Source: an optimization exercise on an open RTL-to-GDS flow (aim: small area, a short achievable clock period and few clock cycles per item). Production flows keep margins and buffers that such runs may drop.
The RTL was checked by simulation tests, not by an equivalence proof against the original design.
Power is estimated from default activity; no workload was simulated.

## run 1
==> flow/design.v (excerpt) <==
module dwibus_codec (
    input  wire         clk,
    input  wire         rst,         
    input  wire         start,       
    input  wire         op,          
    input  wire [7:0]   self_addr,   
    input  wire [479:0] frame_in,
    output wire         ready,
    output reg          done,        
    output wire [7:0]   status,
    output wire [7:0]   crc,
    output wire [479:0] frame_out
);
    wire [479:0] fi = frame_in;
    reg         busy;
    reg [439:0] img;       
    reg [7:0]   pc_q;      
    reg [7:0]   ps_q;      
    reg [7:0]   pc2_q;     
    reg [7:0]   ps2_q;     
    reg         chk_q;     
    reg [3:0]   pre_q;     
    reg [7:0]   crc_q;
    reg [7:0]   syn_q;     
    wire [15:0] part_in;   
    wire [15:0] part2_in;  
    wire [15:0] crc_syn;   
    assign ready = ~busy;
    wire m0;
    dw_xor2 u_m0 (.a(fi[7]), .b(fi[12]), .y(m0));
    wire m1;
    dw_xor2 u_m1 (.a(fi[14]), .b(fi[15]), .y(m1));
    wire m2;
    dw_xor2 u_m2 (.a(m0), .b(fi[9]), .y(m2));
    wire m3;
    dw_xor2 u_m3 (.a(fi[6]), .b(fi[11]), .y(m3));
    wire m4;
    dw_xor2 u_m4 (.a(fi[5]), .b(fi[10]), .y(m4));
    wire m5;
    dw_xor2 u_m5 (.a(m4), .b(fi[13]), .y(m5));
    wire m6;
    dw_xor2 u_m6 (.a(fi[0]), .b(fi[1]), .y(m6));
    wire m7;
    dw_xor2 u_m7 (.a(fi[2]), .b(fi[11]), .y(m7));
    wire m8;
    dw_xor2 u_m8 (.a(fi[3]), .b(fi[8]), .y(m8));
    wire m9;
    dw_xor2 u_m9 (.a(m3), .b(m1), .y(m9));
    wire m10;
    dw_xor2 u_m10 (.a(fi[12]), .b(m8), .y(m10));
    wire m11;
    dw_xor2 u_m11 (.a(m2), .b(fi[10]), .y(m11));
    wire m12;
    dw_xor2 u_m12 (.a(fi[13]), .b(fi[15]), .y(m12));
    wire m13;
    dw_xor2 u_m13 (.a(fi[2]), .b(m12), .y(m13));
    wire m14;
    dw_xor2 u_m14 (.a(m6), .b(m13), .y(m14));
    wire m15;
    dw_xor2 u_m15 (.a(m2), .b(m14), .y(m15));
    wire m16;
    dw_xor2 u_m16 (.a(fi[3]), .b(m1), .y(m16));
    wire m17;
    dw_xor2 u_m17 (.a(m16), .b(m11), .y(m17));
    wire m18;
    dw_xor2 u_m18 (.a(fi[1]), .b(fi[4]), .y(m18));
    wire m19;
    dw_xor2 u_m19 (.a(m18), .b(m7), .y(m19));
  ...
Size in the first run: about 490 flip-flops, ~990 I/O pins, roughly 0.022 mm² of cells after synthesis.
Settings: LEC_CHECK=0, CAP_MARGIN=20, CORE_AREA=8 8 274 274, CTS_BUF_LIST=sky130_fd_sc_hd__clkbuf_4 sky130_fd_sc_hd__clkbuf_8, DIE_AREA=0 0 282 282, PLACE_DENSITY=0.6, SETUP_SLACK_MARGIN=2.3, SLEW_MARGIN=20, SYNTH_HIERARCHICAL=1, SYNTH_MINIMUM_KEEP_SIZE=0; clock period 5.0 ns.
standard.sh (not shown) runs the stock make flow with config.mk's settings and CLKGATE_MAP_FILE= SYNTH_SCRIPT=/design/flow/synth_recipe.tcl, a recipe that flattens the netlist after the stock synthesis.
==> flow/flow/run.sh <==
#!/bin/bash
# Own layout flow: the standard flow, with each port buffered by the
# smallest buffer (buf_1) instead of the one buffer_ports picks by default.
set -euo pipefail
bash standard.sh "BUFFER_PORTS_ARGS=-buffer_cell sky130_fd_sc_hd__buf_1" finish > standard_flow.log 2>&1
Testbench counts of run 1, summed over its fixed seeds: cycles 3,840, frames 1,920.
## Diff of input files: run 2 against run 1
# run 1
export LEC_CHECK = 0
export CAP_MARGIN = 20
export CORE_AREA = 8 8 274 274
export CTS_BUF_LIST = sky130_fd_sc_hd__clkbuf_4 sky130_fd_sc_hd__clkbuf_8
export DIE_AREA = 0 0 282 282
export PLACE_DENSITY = 0.6
export SETUP_SLACK_MARGIN = 2.3
export SLEW_MARGIN = 20
export SYNTH_HIERARCHICAL = 1
export SYNTH_MINIMUM_KEEP_SIZE = 0
create_clock -name core_clock -period 5.0 [get_ports {clk}]
# run 2
export LEC_CHECK = 0
export CAP_MARGIN = 20
export CORE_AREA = 10 10 290 290
export CTS_BUF_LIST = sky130_fd_sc_hd__clkbuf_4 sky130_fd_sc_hd__clkbuf_8
export DIE_AREA = 0 0 300 300
export PLACE_DENSITY = 0.6
export SETUP_SLACK_MARGIN = 2.3
export SLEW_MARGIN = 20
export SYNTH_HIERARCHICAL = 1
export SYNTH_MINIMUM_KEEP_SIZE = 0
create_clock -name core_clock -period 5.0 [get_ports {clk}]
==> comparison <==
Total power delta for run 2 relative to run 1: about 0.44% higher
Going from run 1 to run 2, number of CTS-inserted buffers saw an increase, number of buffers added to fix hold violations after cts comparable.
When the final numbers for run 1 and run 2 were put side by side, the fmax turned out to be greater in run 1.
Taking run 1 as the reference, in run 2 setup slack decreased 0.017 ns; first-pass GRT wire length increased about 0.53%; post-detailed-route count of antenna-violating nets essentially unchanged.
In the metrics for run 1 and run 2, the one carrying the lower final wirelength is run 2.
The cell area of run 1 and that of run 2 are within noise of each other.
HPWL reported at the end of detailed placement: run 1 and run 2 compared, higher one is run 1
diff inputs: run 2 => run 3
# run 2
export LEC_CHECK = 0
export CAP_MARGIN = 20
export CORE_AREA = 10 10 290 290
export CTS_BUF_LIST = sky130_fd_sc_hd__clkbuf_4 sky130_fd_sc_hd__clkbuf_8
export DIE_AREA = 0 0 300 300
export PLACE_DENSITY = 0.6
export SETUP_SLACK_MARGIN = 2.3
export SLEW_MARGIN = 20
export SYNTH_HIERARCHICAL = 1
export SYNTH_MINIMUM_KEEP_SIZE = 0
create_clock -name core_clock -period 5.0 [get_ports {clk}]
# run 3
export LEC_CHECK = 0
export CAP_MARGIN = 20
export CORE_AREA = 10 10 290 290
export CTS_BUF_LIST = sky130_fd_sc_hd__clkbuf_4 sky130_fd_sc_hd__clkbuf_8
export DIE_AREA = 0 0 300 300
export PLACE_DENSITY = 0.6
export SETUP_SLACK_MARGIN = 2.5
export SLEW_MARGIN = 20
export SYNTH_HIERARCHICAL = 1
export SYNTH_MINIMUM_KEEP_SIZE = 0
create_clock -name core_clock -period 5.0 [get_ports {clk}]
### Flow results
From run 2 to run 3, count of mapped cells out of synthesis did not move at all.
Data arrival time at the worst-slack endpoint: run 3 vs run 2 down 0.02 ns
Compare run 2 and run 3 | setup fix buffers added after clock tree synthesis lower: run 2
The utilization in run 3 was higher than what run 2 gave.
On setup slack: between run 2 and run 3, it ends up higher for run 3.

-- what the ideal ports hide --
How much do the figures lean on ideal ports? The routed layouts below were timed once more, with nothing changed but the port constraints. Step 1, drivers: a clkbuf_16 drives clk and a buf_2 each remaining input, both assumed. Step 2 moves the port delays by t, midway between the first and last clock arrival at a register: inputs arrive t later, outputs are due t later. That takes back most of the time a late clock gives input paths. a / b / c = ideal / step 1 / step 2; a / b = the first two.
run | t, ns | setup WS [ns] | latest minus earliest clock arrival (ns) | slew at the worst register clock pin (ns) | worst slew at a driven data input, ns
run 1 | 0.709 | 2.365 / 2.312 / 1.628 | 0.046 / 0.046 | 0.07 / 0.07 | 0.21
run 2 | 0.742 | 2.348 / 2.292 / 1.698 | 0.057 / 0.057 | 0.07 / 0.07 | 0.19
run 3 | 0.714 | 2.372 / 2.312 / 1.872 | 0.045 / 0.045 | 0.07 / 0.07 | 0.23
After both steps every run listed still meets setup and hold. The setup slack of run 1, which loses most, moves by -0.053 ns with the drivers and by -0.737 ns with both steps.
